This is an optimization exercise on Yosys and OpenROAD, whose aim is small area, not a production implementation. The RTL was checked by simulation tests, not by an equivalence proof against the original design. Power and IR drop assume default switching activity.

## flow/design.v (module list and top-level ports; edited modules follow where they fit)
// module pipe16: 3245 lines
// module k_inv: 1 lines
// module k_nand2: 1 lines
// module k_nor2: 1 lines
// module k_and2: 1 lines
// module k_or2: 1 lines
// module k_nand3: 1 lines
// module k_nand4: 1 lines
// module k_nor3: 1 lines
// module k_xor2: 1 lines
// module k_xnor2: 1 lines
// module k_aoi21: 1 lines
// module k_oai21: 1 lines
// module k_a21o: 1 lines
// module k_o21a: 1 lines
// module k_oai22: 3 lines
// module k_aoi22: 3 lines
// module k_aoi221: 3 lines
// module k_aoi222: 3 lines
// module k_mux2: 1 lines
// module k_mux2i: 1 lines
// module k_a211o: 1 lines
// module k_fa: 4 lines
// module k_ha: 4 lines
module pipe16 (
    input  wire        clk,
    input  wire        rst,           
    output wire        imem_en,
    output wire [15:0] imem_addr,
    input  wire [15:0] imem_rdata,
    output wire        dmem_re,
    output wire        dmem_we,
    output wire [15:0] dmem_addr,
    output wire [15:0] dmem_wdata,
    input  wire [15:0] dmem_rdata
);
  // ...
==> flow/flow/run.sh <==
#!/bin/bash
# The standard layout (the standard.sh: the standard synthesis and the
# ORFS steps through finish), with one change: the buffer that
# buffer_ports puts on every input and output port is buf_1 instead of the
# buffer_ports default (clkdlybuf4s50_1, 2.7 times the area).
# make's full output goes to standard.log here; ORFS keeps each step's log
# under orfs/logs/.
set -euo pipefail
bash standard.sh "BUFFER_PORTS_ARGS=-buffer_cell sky130_fd_sc_hd__buf_1" finish > standard.log 2>&1
==> flow/standard.sh <==
#!/bin/bash
# synth_recipe.tcl (not shown) runs the flow's synth.tcl, then flattens the netlist and writes it again
# the make line also repeats each setting of config.mk as NAME=value (left out here)
make -C /OpenROAD-flow-scripts/flow DESIGN_CONFIG=/design/flow/config.mk WORK_HOME=/design/flow/orfs CLKGATE_MAP_FILE= SYNTH_SCRIPT=/design/flow/synth_recipe.tcl "${@:-finish}"
==> flow/config.mk <==
export PLATFORM = sky130hd
export DESIGN_NAME = pipe16
export DESIGN_NICKNAME = pipe16
export VERILOG_FILES = /design/flow/design.v
export SDC_FILE = /design/flow/constraint.sdc
export NUM_CORES = 4
export LEC_CHECK = 0
export CAP_MARGIN = 20
export CORE_MARGIN = 2
export CORE_UTILIZATION = 45
export CTS_BUF_LIST = sky130_fd_sc_hd__clkbuf_8
export CTS_CLUSTER_DIAMETER = 80
export CTS_CLUSTER_SIZE = 12
export GPL_TIMING_DRIVEN = 0
export SETUP_SLACK_MARGIN = 0.3
export SLEW_MARGIN = 20
export SYNTH_HIERARCHICAL = 1
==> flow/constraint.sdc <==
create_clock -name core_clock -period 40.0 [get_ports {clk}]
set_input_delay 8.0000 -clock core_clock [delete_from_list [all_inputs] [get_ports {clk}]]
set_output_delay 8.0000 -clock core_clock [all_outputs]
set_load 0.01 [all_outputs]
==> flow_metrics.py, run 1 <==
metrics = {
    "final_layout": {
        "final_nets": 3667,
        "final_core_util_pct": 50.6,
        "buf_share_pct": 3.40,
        "clkCellAreaFrac_pct": 2.05,
    },
    "routing": {
        "route.detailed.drc": 0,
        "drt_pass1_iterations": 15,
        "totalWireLength_mm": 134,
        "wl_met3_mm": 21.4,
    },
    "synth": {
        "synthTopCellsByCount": "a222oi_1, dfxtp_1, nand2_1, inv_1, nor2_1",
        "synth_top_cell_area_share_pct": 30.9,
        "synth_area_per_cell_um2": 8.27,
    },
    "global_routing": {
        "use_met1_pct": 59.1,
        "use_met3_pct": 12.4,
        "grt_pass1_vias": 27700,
        "grt_pass1_wl_mm": 190,
    },
    "sta": {
        "rsz0062_at_grt": "no",
        "drv_slew": 0,
    },
    "worst_setup_path": {
        "crit-reg2reg-launch": "e_ir[2]",
        "slowest_stage": "a222oi_1",
        "worstPathRequired_ps": 40460,
        "cp_num_cells": 169,
        "crit_top_cell": "o21ai_1",
        "cp_data_arrival_time_ps": 37630,
    },
    "placed_design": {
        "placed_area_mm2": 0.0304,
    },
    "floorplan": {
        "ios": 85,
        "die-area_mm2": 0.0643,
    },
    "clock_tree": {
        "numCtsBuffers": 42,
    },
    "min_path": {
        "hold_class": "flop to flop",
    },
    "pwr": {
        "power_leader": "combinational logic",
    },
    "run_status": {
        "status": "complete, no violations",
    },
    "run": {
        "drv_cap": 0,
    },
}
==> run 2, diff against run 1 <==
--- a/flow/design.v
+++ b/flow/design.v
@@ -16,17 +16,17 @@
     reg [15:0] e_valp;
     reg [3:0]  e_p2;           
     reg        e_fwa, e_fwb, e_fwp;    
     reg [15:0] m_res;          
     reg [15:0] m_a;            
     reg [15:0] m_wd;           
     reg        m_re, m_we, m_alu_we, m_ret, m_jmp;
     wire       m_asel = m_re | (m_jmp & m_we);    
-    reg [3:0]  m_d1, m_d2;     
+    reg [3:0]  m_d1;           
     reg [15:0] w_res;
     reg [15:0] w_memv;
     reg        w_alu_we, w_mem_we, w_ret, w_jmp;
     reg [3:0]  w_d1, w_d2;
     reg [15:0] rf0;
     wire [15:0] rf0_d;
     reg [15:0] rf1;
     wire [15:0] rf1_d;
@@ -144,17 +144,18 @@
     wire r_sum = o_add | o_sub | o_jump | o_branch | o_pop | o_push | o_neg | o_not |
                  o_cadd | o_cmove | o_call | o_stmem | o_immlo | o_immhi;
     wire r_mul = o_mul | o_shl;
     wire r_shr = o_shr;
     wire r_div = o_div;
     wire r_g   = o_and | o_or;
     wire r_p   = o_xor | o_or;
     wire r_rev = o_bitrev;
-    wire wd_a  = ~(o_call | o_push);
+    wire o_lp  = o_ldmem | o_pop;
+    wire wd_a  = ~(o_call | o_push | o_lp);
     assign wbus = rst ? 16'h0000 : w_res;
     wire [15:0] v1;
     wire [15:0] v2;
     wire n3;
     wire n4;
     wire n5;
     wire n6;
     wire n7;
@@ -1492,19 +1493,21 @@
     wire n1339;
     wire [15:0] v1340;
     wire [15:0] v1341;
     wire [15:0] v1342;
     wire [4:0] v1343;
     wire [10:0] v1344;
     wire [4:0] v1345;
     wire [15:0] v1346;
-    wire [15:0] v1347;
-    wire [15:0] v1348;
-    wire [15:0] v1349;
+    wire [3:0] v1347;
+    wire [11:0] v1348;
+    wire [3:0] v1349;
+    wire [15:0] v1350;
+    wire [15:0] v1351;
     wire s_j = w_jmp & ~rst;
     wire s_r = w_ret & ~rst;
     wire s_f = ~(w_jmp | w_ret | rst);
     k_aoi222 #(16) u1 ({16{s_j}}, w_res, {16{s_r}}, w_memv, {16{s_f}}, f_pc, v1);
     k_inv #(16) u2 (v1, v2);
     assign imem_addr = v2;
     assign bubble = (d_ir[15:12] == 4'd0) && (d_ir[7:4] == 4'd7 || d_ir[7:4] == 4'd8);
     assign imem_en = ~bubble;
@@ -3174,21 +3177,23 @@
     k_aoi222 #(16) u1310 ({16{r_sum}}, sum, {16{r_mul}}, mul_res, {16{r_shr}}, mul_rev, v1340);
     k_aoi222 #(16) u1311 ({16{r_div}}, div_res, {16{r_g}}, ad_g, {16{r_p}}, ad_p, v1341);
     k_aoi222 #(16) u1312 ({16{r_rev}}, opa_rev, fill, fill, fill, fill, v1342);
     k_aoi222 #(5) u1313 ({5{o_popcnt}}, pop_cnt, {4'd0, cmp_res}, {4'd0, cmp_res}, {4'd0, o_cnot}, {4'd0, a_zero}, v1343);
     k_nand3 #(11) u1314 (v1340[15:5], v1341[15:5], v1342[15:5], v1344);
     k_nand4 #(5) u1315 (v1340[4:0], v1341[4:0], v1342[4:0], v1343, v1345);
     assign res = {v1344, v1345};
     k_aoi222 #(16) u1316 ({16{o_call}}, e_valp, {16{o_push}}, opb, {16{wd_a}}, opa, v1346);
-    k_inv #(16) u1317 (v1346, v1347);
-    assign wd = v1347;
-    k_mux2i #(16) u1318 ({16{m_asel}}, m_res, m_a, v1348);
-    k_inv #(16) u1319 (v1348, v1349);
-    assign dmem_addr = v1349;
+    k_nand2 #(4) u1317 ({4{o_lp}}, e_rc, v1347);
+    k_inv #(12) u1318 (v1346[15:4], v1348);
+    k_nand2 #(4) u1319 (v1346[3:0], v1347, v1349);
+    assign wd = {v1348, v1349};
+    k_mux2i #(16) u1320 ({16{m_asel}}, m_res, m_a, v1350);
+    k_inv #(16) u1321 (v1350, v1351);
+    assign dmem_addr = v1351;
     always @(posedge clk) begin
         d_ir[11:8] <= imem_rdata[11:8];
         d_ir[3:0]  <= imem_rdata[3:0];
         if (rst | bubble) begin
             d_ir[15:12] <= 4'd0;
             d_ir[7:4]   <= 4'd0;
         end else begin
             d_ir[15:12] <= imem_rdata[15:12];
@@ -3203,26 +3208,25 @@
         e_p2   <= d_cop ? d_ir[11:8] : d_ir[7:4];
         e_fwa  <= ~rst & d_fw_ok & (d_ir[3:0] == m_d1_n);
         e_fwb  <= ~rst & d_fw_ok & (d_ir[7:4] == m_d1_n);
         e_fwp  <= ~rst & d_fw_ok & (d_ir[7:4] == m_d1_n) & ~d_cop;
         m_res <= res;
         m_a   <= opa;
         m_wd  <= wd;
         m_d1  <= m_d1_n;
-        m_d2  <= e_rc;
         m_re     <= ~rst & (o_ldmem | o_return | o_pop);
         m_we     <= ~rst & (o_stmem | o_call | o_push);
         m_alu_we <= ~rst & e_wb;
         m_ret    <= ~rst & o_return;
         m_jmp    <= ~rst & (o_call | o_jump | o_branch);
         w_res  <= m_res;
         w_memv <= dmem_rdata;
         w_d1   <= m_d1;
-        w_d2   <= m_d2;
+        w_d2   <= m_wd[3:0];
         w_alu_we <= ~rst & m_alu_we;
         w_mem_we <= ~rst & m_re & ~m_ret;
         w_ret    <= ~rst & m_ret;
         w_jmp    <= ~rst & m_jmp;
         rf0 <= rf0_d;
         rf1 <= rf1_d;
         rf2 <= rf2_d;
         rf3 <= rf3_d;
==> flow/config.mk (replaced) <==
export PLATFORM = sky130hd
export DESIGN_NAME = pipe16
export DESIGN_NICKNAME = pipe16
export VERILOG_FILES = /design/flow/design.v
export SDC_FILE = /design/flow/constraint.sdc
export NUM_CORES = 4
export LEC_CHECK = 0
export CAP_MARGIN = 20
export CORE_MARGIN = 2
export CORE_UTILIZATION = 45
export CTS_BUF_LIST = sky130_fd_sc_hd__clkbuf_8
export CTS_CLUSTER_DIAMETER = 90
export CTS_CLUSTER_SIZE = 14
export GPL_TIMING_DRIVEN = 0
export SETUP_SLACK_MARGIN = 0.3
export SLEW_MARGIN = 20
export SYNTH_HIERARCHICAL = 1
==> run 2 against run 1 <==
  * Worst hold slack improved by 5.3 ps
  * Utilization about the same
  * Sequential power about the same
  * Cell area decreased by 0.22%
  * Still clean
  * Cell count decreased by 0.86%
  * Clock power decreased by 7.8%
  * Wire length decreased by 1.1%
  * Sequential cell count decreased by 4
  * Critical endpoint is now m_res[15]
  * Power decreased by 1.1%
  * First-iteration DRC count decreased by 1.4%
  * Non-clock buffer count increased by 22
  * Sequential share of layout area decreased by 0.20 points
==> flow_metrics.py, run 2 <==
metrics = {
    "worst_setup_path": {
        "r2r_setup_slack_ps": 2920,
        "crit_type": "flop to flop",
        "max_stage_delay_ps": 970,
        "cp_data_arrival_time_ps": 37510,
        "crit_top_cell": "o21ai_1",
        "worstPathRequired_ps": 40430,
        "start_kind": "flop",
        "rr_worst_depth": 169,
        "cp_max_fo": 16,
        "reg2reg_to": "m_res[15]",
        "slowest_stage": "a222oi_1",
        "critPathCaptureType": "flop",
        "crit-reg2reg-launch": "e_ir[2]",
    },
    "placed_design": {
        "place_congestion": 1.15,
        "numPortBuffers": 84,
        "hpwl_mm": 98.1,
        "dp_slack_ps": 3230,
    },
    "synth": {
        "ys_warn_count": 7,
        "netlist_instances": 3384,
        "yosysMostFrequentCell": "a222oi_1",
        "async_flop_share_pct": 0,
        "synthTopCellsByCount": "a222oi_1, dfxtp_1, nand2_1, inv_1, nor2_1",
        "synth_edf_count": 0,
        "synth-seq-cells": 428,
        "synth_area_leaders": "dfxtp_1, a222oi_1, xor2_1",
        "synth_largest_area_cell": "dfxtp_1",
        "synth_area_per_cell_um2": 8.23,
        "ys_types": 57,
        "synth_top_cell_area_share_pct": 30.8,
        "dominantRegCellSynth": "dfxtp_1",
        "synth_seq_area_share_pct": 30.8,
        "synthesis.area_mm2": 0.0279,
    },
    "sta": {
        "rsz0062_at_grt": "no",
        "max_freq_mhz": 27.0,
        "worst_pin_slew_ps": 1310,
        "finalHoldViolCount": 0,
        "drv_slew": 0,
        "max-slew-margin-rel_pct": 12.4,
        "fin_ws_ps": 2920,
        "fin_crit_ps": 37080,
        "clock_skew_ps": 30.3,
        "final.setup.tns_ps": 0,
        "finalSetupViolCount": 0,
        "post-route-period-util_pct": 92.7,
    },
    "floorplan": {
        "ios": 85,
        "core-area_mm2": 0.0615,
        "dieHeight_um": 253,
        "die-area_mm2": 0.0639,
        "initial_utilization_pct": 45.3,
        "rows": 91,
        "die_w_um": 253,
    },
    "clock_tree": {
        "numCtsBuffers": 36,
        "clock-root-buffer": "clkbuf_8",
        "cts.reportedPaths.clkPinSlew_ps": 100,
        "cts_hold_buf": 0,
        "htree_levels": 2,
        "clk_latency_ps": 630,
        "cts_setup_buffers": 0,
        "cts_max_path_buffers": 3,
        "cts-resized-gates": 0,
        "tritoncts": "done",
        "clock_sinks": 428,
    },
    "run_status": {
        "status": "complete, no violations",
    },
    "routing": {
        "route.detailed.drc": 0,
        "antenna_left": 0,
        "vias_per_cell": 7.13,
        "drt_pass1_iterations": 14,
        "totalWireLength_mm": 132,
        "drt-wirelength-per-cell_um": 30.1,
        "dr.first_iter.drc_count": 7047,
        "vias": 31400,
    },
    "pwr": {
        "ir_drop_v": 0.0000385,
        "p_leak_nw": 13.3,
        "powerDensity_mw_per_mm2": 53.4,
    },
    "final_layout": {
        "final_common_cell": "a222oi_1",
        "multi_input_area_mm2": 0.0184,
        "drive_gt1_share_pct": 9.60,
        "final_cell_mix": "a222oi_1, nand2_1, dfxtp_1",
        "final_core_util_pct": 50.6,
        "register_area_mm2": 0.00858,
        "syn_to_final_growth_pct": 11.6,
        "final_nets": 3676,
        "fillers": 5869,
    },
    "global_routing": {
        "grt_pass1_vias": 27700,
        "grt_pass1_wl_mm": 188,
        "grt_usage_pct": 39.5,
        "grt_max_degree": 48,
        "overflow": 0,
        "antenna_found_initial": 2,
    },
    "min_path": {
        "hold_path_startpoint": "m_d1[0]",
        "hold_end": "w_d1[0]",
        "whs_path_depth": 0,
        "hold_class": "flop to flop",
    },
    "run": {
        "drv_cap": 0,
    },
}
[run 2: kinds of logic after synthesis]
group                      count (synthesis)  share of synthesized area [%]
AOI/OAI and AO/OA                       1065                           31.9
xor gates and xnor gates                 371                           11.7
adders and majority gates                 32                           1.72
buffers and inverters                    386                           5.23
DFF                                      428                           30.8
muxes                                     40                           1.52
other                                      2                         0.0270
and+or+nand+nor                         1060                           17.2
[run 2: power by group]
part	total (mW)	switching, mW	internal (mW)
clock	0.237	0.153	0.0841
sequential	0.581	0.0898	0.491
combinational	0.842	0.589	0.253
total	1.66	0.831	0.828
[run 2: per-stage QoR]
stage	cells	power [mW]	hold WS [ps]	cell area, um2
floorplan	3405	1.08	310	27900
global placement	4279	1.34	318	29200
detailed placement	4360	1.38	312	30500
CTS	4401	1.61	334	31000
global route	4405	1.73	337	31100
finish	4405	1.66	334	31100
[run 2: how the worst max path moves through the flow]
stage	start	end	slack (ps)	cells past startpoint
5_1_grt	e_ir[2]	m_res[15]	410	166
3_3_place_gp	e_fwa	m_res[15]	2650	160
2_1_floorplan	e_fwa	m_res[15]	10810	161
4_1_cts	e_ir[2]	m_res[15]	3100	168
3_5_place_dp	e_ir[2]	m_res[15]	3230	166
6_report	e_ir[2]	m_res[15]	2920	169
[run 2: worst max-delay path, delay by kind of cell (launching register included)]
kind / cells / cell delay, ps
xor gates and xnor gates: 16 / 4400
DFF: 1 / 470
AOI/OAI and AO/OA: 102 / 23500
and+or+nand+nor: 41 / 6050
buffers and inverters: 10 / 2390
[run 2: layer usage]
layer  vias to the layer above  track usage, %  part of all wire, %
met5                         -               0                    0
met4                         0            13.2                  4.1
met3                       284            14.0                   17
met2                      2422            52.6                   38
met1                     15200            57.9                   42
li1                      13500               -                    -
[run 2: cell type report]
| class | count | share of cell area (%) |
|---|---|---|
| clock buffer | 37 | 1.64 |
| inverter | 348 | 4.20 |
| clock inverter | 4 | 0.0805 |
| buffer | 38 | 0.491 |
| antenna | 1 | 0.00805 |
| multi-input combinational | 2591 | 59.1 |
| sequential | 428 | 27.6 |
| timing repair buffer | 168 | 3.72 |
| tap | 790 | 3.18 |
[run 2: modules after synthesis (local to each module, per instance), excerpt]
module | flops+latches | cells inside | cell area [um2]
pipe16 | 428 | 1023 | 11900
k_ha | 0 | 1 | 12.5
k_nor2 | 0 | 1 | 3.75
k_aoi21 | 0 | 1 | 8.76
k_nand2 | 0 | 1 | 3.75
k_o21a | 0 | 1 | 7.51
k_fa | 0 | 1 | 20.0
k_inv | 0 | 1 | 3.75
k_oai21 | 0 | 1 | 5.00
k_a21o | 0 | 1 | 7.51
k_aoi222 | 0 | 1 | 10.0
k_xnor2 | 0 | 1 | 8.76
k_nand3 | 0 | 1 | 5.00
k_or2 | 0 | 1 | 6.26
k_oai22 | 0 | 1 | 6.26
k_xor2 | 0 | 1 | 8.76

-- afterwards: timing with drivers on the ports --
The results above use ideal ports. As a check the final layouts listed here were re-extracted and re-timed, cells and wires unchanged. Step 1, drivers: a clkbuf_16 drives clk and a buf_2 each remaining input, both assumed. Step 2, shift: input delay + t, output delay - t, t = (earliest + latest rising clock arrival at the registers) / 2. This alone moves slack from input paths to output paths. Three values: ideal ports, drivers, drivers and shift; two values: the first two.
run	t, ns	slack for setup (ns)	worst setup path at the end
run 1	0.685	2.828 / 2.828 / 2.828	register to register
run 2	0.669	2.925 / 2.925 / 2.925	register to register
After both steps setup and hold are still met in every run listed.
